This design comes from an exercise in tuning for a short achievable clock period and few clock cycles on the open sky130 flow, not from production work.
Only simulation tests tie the RTL to the original design; equivalence was not proved.
No activity file was given, so power comes from the tool's default toggle rates.

==> inputs of indigo <==
## raster_block
module raster_block (
    input  wire        clk,
    input  wire        rst,           
    input  wire        reg_valid,
    input  wire        reg_write,
    input  wire [5:0]  reg_addr,
    input  wire [31:0] reg_wdata,
    output reg  [31:0] reg_rdata,
    output wire        reg_berr,
    output wire        pix_re,
    output wire [15:0] pix_addr,
    input  wire [7:0]  pix_rdata,
    output wire        bmp_re,
    output wire        bmp_we,
    output wire [12:0] bmp_addr,
    output wire [7:0]  bmp_wdata,
    input  wire [7:0]  bmp_rdata,
    output wire        out_we,
    output wire [14:0] out_addr,
    output wire [7:0]  out_wdata,
    output wire        busy_o
);
clock: 11.0 ns
lec_check: 0
abc_clock_period_in_ps: 5000
cap_margin: 20
core_margin: 2
core_utilization: 40
place_density: 0.6
setup_slack_margin: 5
slew_margin: 20
run.sh (not shown) runs the stock make flow with config.mk's settings and CLKGATE_MAP_FILE= SYNTH_SCRIPT=/design/flow/synth_recipe.tcl, a recipe that flattens the netlist after the stock synthesis.
==> quartz: changes against indigo <==
ABC_CLOCK_PERIOD_IN_PS = unset   (was 5000)
SETUP_SLACK_MARGIN = unset   (was 5)
==> juniper: changes against indigo <==
--- a/flow/design.v
+++ b/flow/design.v
@@ -45,11 +45,11 @@
                      S_ZNUM  = 4'd7,
                      S_ZMID  = 4'd8,
                      S_ZHEX  = 4'd9,
                      S_ZTAIL = 4'd10,
                      S_FIN   = 4'd11;
-    localparam [2:0] CHK_LAST = 3'd6;
+    localparam [2:0] CHK_LAST = 3'd7;
     reg        busy, done, errf, ovr;
     reg [15:0] err;
     reg [31:0] width, height, thresh, bmp_w, bmp_h;
     reg [14:0] out_len;        
     reg [31:0] pending;
@@ -82,10 +82,13 @@
         else if (n >= 17'd1000) ndig = 3'd4;
         else if (n >= 17'd100)  ndig = 3'd3;
         else if (n >= 17'd10)   ndig = 3'd2;
         else                    ndig = 3'd1;
     endfunction
+    function [15:0] pp2(input [13:0] b, input [1:0] h);
+        pp2 = (h[0] ? {2'd0, b} : 16'd0) + (h[1] ? {1'b0, b, 1'b0} : 16'd0);
+    endfunction
     function [36:0] dd(input [36:0] s);
         integer n;
         reg [19:0] b;
         begin
             b = s[36:17];
@@ -170,43 +173,51 @@
             5'd1: zpl_tail = 8'h5E;
             5'd2: zpl_tail = 8'h58;
             default: zpl_tail = 8'h5A;
         endcase
     endfunction
-    reg        r_thr, r_wz, r_wa, r_hz, r_big1, r_big2, r_big3;
-    reg [17:0] r_pp0, r_pp1, r_pp2;
-    reg [15:0] r_pp3;
-    reg [21:0] r_sa;
-    reg [19:0] r_sb;
+    reg        r_thr, r_wz, r_wa, r_hz, r_big1, r_big2, r_big3, r_big4;
+    reg [15:0] r_pp0, r_pp1, r_pp2, r_pp3, r_pp4, r_pp5, r_pp6;
+    reg [17:0] r_q0, r_q1, r_q2;
+    reg [15:0] r_q3;
+    reg [21:0] r_u0, r_u1;
     reg [27:0] r_prod;
     reg        r_cap;
     reg [12:0] r_tlast;        
     reg [15:0] r_lastp;        
     always @(posedge clk) begin
         r_thr  <= (thresh[31:8] != 24'd0);
         r_wz   <= (width == 32'd0);
         r_wa   <= (width[2:0] != 3'd0);
         r_hz   <= (height == 32'd0);
         r_big1 <= (width[31:3] > 29'd8192) || (height > 32'd8192);
-        r_pp0  <= {4'd0, width[16:3]} * {14'd0, height[3:0]};
-        r_pp1  <= {4'd0, width[16:3]} * {14'd0, height[7:4]};
-        r_pp2  <= {4'd0, width[16:3]} * {14'd0, height[11:8]};
-        r_pp3  <= {2'd0, width[16:3]} * {14'd0, height[13:12]};
+        r_pp0  <= pp2(width[16:3], height[1:0]);
+        r_pp1  <= pp2(width[16:3], height[3:2]);
+        r_pp2  <= pp2(width[16:3], height[5:4]);
+        r_pp3  <= pp2(width[16:3], height[7:6]);
+        r_pp4  <= pp2(width[16:3], height[9:8]);
+        r_pp5  <= pp2(width[16:3], height[11:10]);
+        r_pp6  <= pp2(width[16:3], height[13:12]);
         r_big2 <= r_big1;
-        r_sa   <= {4'd0, r_pp0} + {r_pp1, 4'd0};
-        r_sb   <= {4'd0, r_pp2} + {r_pp3, 4'd0};
+        r_q0   <= {2'd0, r_pp0} + {r_pp1, 2'd0};
+        r_q1   <= {2'd0, r_pp2} + {r_pp3, 2'd0};
+        r_q2   <= {2'd0, r_pp4} + {r_pp5, 2'd0};
+        r_q3   <= r_pp6;
         r_big3 <= r_big2;
-        r_prod <= {6'd0, r_sa} + {r_sb, 8'd0};
-        r_cap   <= r_big3 || (r_prod > 28'd8192);
+        r_u0   <= {4'd0, r_q0} + {r_q1, 4'd0};
+        r_u1   <= {4'd0, r_q2} + {2'd0, r_q3, 4'd0};
+        r_big4 <= r_big3;
+        r_prod <= {6'd0, r_u0} + {r_u1[19:0], 8'd0};
+        r_cap   <= r_big4 || (r_prod > 28'd8192);
         r_tlast <= r_prod[12:0] - 13'd1;
         r_lastp <= {r_prod[12:0] - 13'd1, 3'b111};
     end
-    reg        e_wz, e_wa, e_hz, e_big1, e_big2, e_big3;
-    reg [17:0] e_pp0, e_pp1, e_pp2;
-    reg [15:0] e_pp3;
-    reg [21:0] e_sa;
-    reg [19:0] e_sb;
+    reg        e_wz, e_wa, e_hz, e_big1, e_big2, e_big3, e_big4;
+    reg [15:0] e_pp0, e_pp1, e_pp2, e_pp3, e_pp4, e_pp5, e_pp6;
+    reg [17:0] e_q0, e_q1, e_q2;
+    reg [15:0] e_q3;
+    reg [21:0] e_u0, e_u1;
     reg [27:0] e_prod;
     reg        e_cap;
     reg [13:0] e_t;            
     reg [12:0] e_tlast;        
     reg [2:0]  e_dw, e_db, e_dt;
@@ -216,22 +227,30 @@
     always @(posedge clk) begin
         e_wz   <= (bmp_w == 32'd0);
         e_wa   <= (bmp_w[2:0] != 3'd0);
         e_hz   <= (bmp_h == 32'd0);
         e_big1 <= (bmp_w[31:3] > 29'd8192) || (bmp_h > 32'd8192);
-        e_pp0  <= {4'd0, bmp_w[16:3]} * {14'd0, bmp_h[3:0]};
-        e_pp1  <= {4'd0, bmp_w[16:3]} * {14'd0, bmp_h[7:4]};
-        e_pp2  <= {4'd0, bmp_w[16:3]} * {14'd0, bmp_h[11:8]};
-        e_pp3  <= {2'd0, bmp_w[16:3]} * {14'd0, bmp_h[13:12]};
+        e_pp0  <= pp2(bmp_w[16:3], bmp_h[1:0]);
+        e_pp1  <= pp2(bmp_w[16:3], bmp_h[3:2]);
+        e_pp2  <= pp2(bmp_w[16:3], bmp_h[5:4]);
+        e_pp3  <= pp2(bmp_w[16:3], bmp_h[7:6]);
+        e_pp4  <= pp2(bmp_w[16:3], bmp_h[9:8]);
+        e_pp5  <= pp2(bmp_w[16:3], bmp_h[11:10]);
+        e_pp6  <= pp2(bmp_w[16:3], bmp_h[13:12]);
         e_dw   <= ndig(bmp_w[16:0]);
         e_db   <= ndig({3'd0, bmp_w[16:3]});
         e_big2 <= e_big1;
-        e_sa   <= {4'd0, e_pp0} + {e_pp1, 4'd0};
-        e_sb   <= {4'd0, e_pp2} + {e_pp3, 4'd0};
+        e_q0   <= {2'd0, e_pp0} + {e_pp1, 2'd0};
+        e_q1   <= {2'd0, e_pp2} + {e_pp3, 2'd0};
+        e_q2   <= {2'd0, e_pp4} + {e_pp5, 2'd0};
+        e_q3   <= e_pp6;
         e_big3 <= e_big2;
-        e_prod <= {6'd0, e_sa} + {e_sb, 8'd0};
-        e_cap   <= e_big3 || (e_prod > 28'd8192);
+        e_u0   <= {4'd0, e_q0} + {e_q1, 4'd0};
+        e_u1   <= {4'd0, e_q2} + {2'd0, e_q3, 4'd0};
+        e_big4 <= e_big3;
+        e_prod <= {6'd0, e_u0} + {e_u1[19:0], 8'd0};
+        e_cap   <= e_big4 || (e_prod > 28'd8192);
         e_t     <= e_prod[13:0];
         e_tlast <= e_prod[12:0] - 13'd1;
         e_dt    <= ndig({3'd0, e_prod[13:0]});
         e_lesc  <= {1'b0, e_t} + 15'd19;
         e_lzpl  <= 16'd34 + {13'd0, e_dw} + {12'd0, e_dt, 1'b0} + {13'd0, e_db} +
@@ -260,10 +279,11 @@
         t_s4 <= dd(dd(dd(t_s3)));
         norm_t <= bcd_norm(t_s4[36:17], e_dt);
     end
     reg [3:0]  state;
     reg [2:0]  cw;             
+    reg        lp_ok;          
     reg        pix_re_q;
     reg [15:0] pa;
     reg        rv;             
     reg [2:0]  k;
     reg [6:0]  acc;
@@ -359,11 +379,11 @@
                 endcase
             end
             rv <= pix_re_q;
             if (pix_re_q) begin
                 pa <= pa + 16'd1;
-                if (state == S_RAST && pa == r_lastp)
+                if (lp_ok && pa == r_lastp)
                     pix_re_q <= 1'b0;
             end
             if (rv) begin
                 acc <= {acc[5:0], pbit};
                 k   <= k + 3'd1;
@@ -377,10 +397,12 @@
             end
             case (state)
                 S_IDLE: ;
                 S_CHK: begin
                     cw <= cw + 3'd1;
+                    if (cw == 3'd4)
+                        lp_ok <= 1'b1;
                     if (cw == CHK_LAST) begin
                         if (pending[31:8] != 24'd0)
                             fail(K_ILLEGAL, D_RSVD);
                         else if (op == 8'h01) begin
                             if (r_thr)      fail(K_INVALID, D_THRESH);
@@ -538,10 +560,11 @@
                     done     <= 1'b0;
                     errf     <= 1'b0;
                     err      <= 16'd0;
                     state    <= S_CHK;
                     cw       <= 3'd0;
+                    lp_ok    <= 1'b0;
                     pix_re_q <= (reg_wdata == 32'd1);
                     pa       <= 16'd0;
                     k        <= 3'd0;
                     bj       <= 13'd0;
                 end
==> comparison table <==
| quantity | quartz | juniper | indigo |
|---|---|---|---|
| Outcome | timing/DRC/antenna clean | timing/DRC/antenna clean | timing/DRC/antenna clean |
| Worst Hold Launch | w_s3[12] | e_q2[2] | w_s3[12] |
| Starting utilization of the core area | 40.2% | 40.2% | 40.2% |
| Cell Rows | 139 | 148 | 139 |
| Cells resized by post-CTS repair | 0 | 89 | 125 |
| Antenna cell count | 1 | 1 | 2 |
| Flip-flop and latch area | 21000 sq um | 25600 sq um | 21000 sq um |
| Length of routed met2 wiring | 77.8 mm | 88.1 mm | 77.9 mm |
| Comb. pwr | 0.000254 W | 0.000267 W | 0.000272 W |
| Distinct cells, synth | 95 | 92 | 95 |
| Worst Hold Margin | 0.317 ns | 0.306 ns | 0.317 ns |
| Highest metal used | met4 | met5 | met5 |
| Basic-gate share of the synthesized area counting and, or, nand and nor cells | 19.1% | 19.5% | 19.1% |
| Compound-Gate Fraction of Synth Area | 15.9% | 16.7% | 15.9% |
Testbench counts of indigo, summed over its fixed seeds: cycles 1,102,940.
Testbench counts of quartz, summed over its fixed seeds: cycles 1,102,940.
Testbench counts of juniper, summed over its fixed seeds: cycles 1,103,036.

-- what the ideal ports hide --
The flow's constraints put no driver on any port. The routed layouts listed below were extracted and timed again, unchanged, in two steps.
Step 1 assumes that a clkbuf_16 drives the clock port and a buf_2 every other input.
Step 2 also shifts input and output timing later by t, the mid clock arrival at the registers, as if the neighbouring blocks saw the same clock.
a / b / c = ideal ports / drivers / drivers and shift; a / b = the first two.
run	t (ns)	setup WS [ns]	hold slack, ns	worst setup path at the end	slew at the worst register clock pin (ns)
indigo	0.803	5.005 / 4.881 / 4.881	0.317 / 0.317 / 0.317	input to output	0.07 / 0.07
quartz	0.803	3.194 / 3.074 / 3.074	0.317 / 0.317 / 0.317	input to output	0.07 / 0.07
juniper	0.839	4.943 / 4.904 / 4.904	0.306 / 0.306 / 0.306	input to output	0.07 / 0.07
After both steps every run listed still meets setup and hold. For indigo, which loses most, drivers alone change the setup slack by -0.124 ns; drivers and shift together by -0.124 ns.
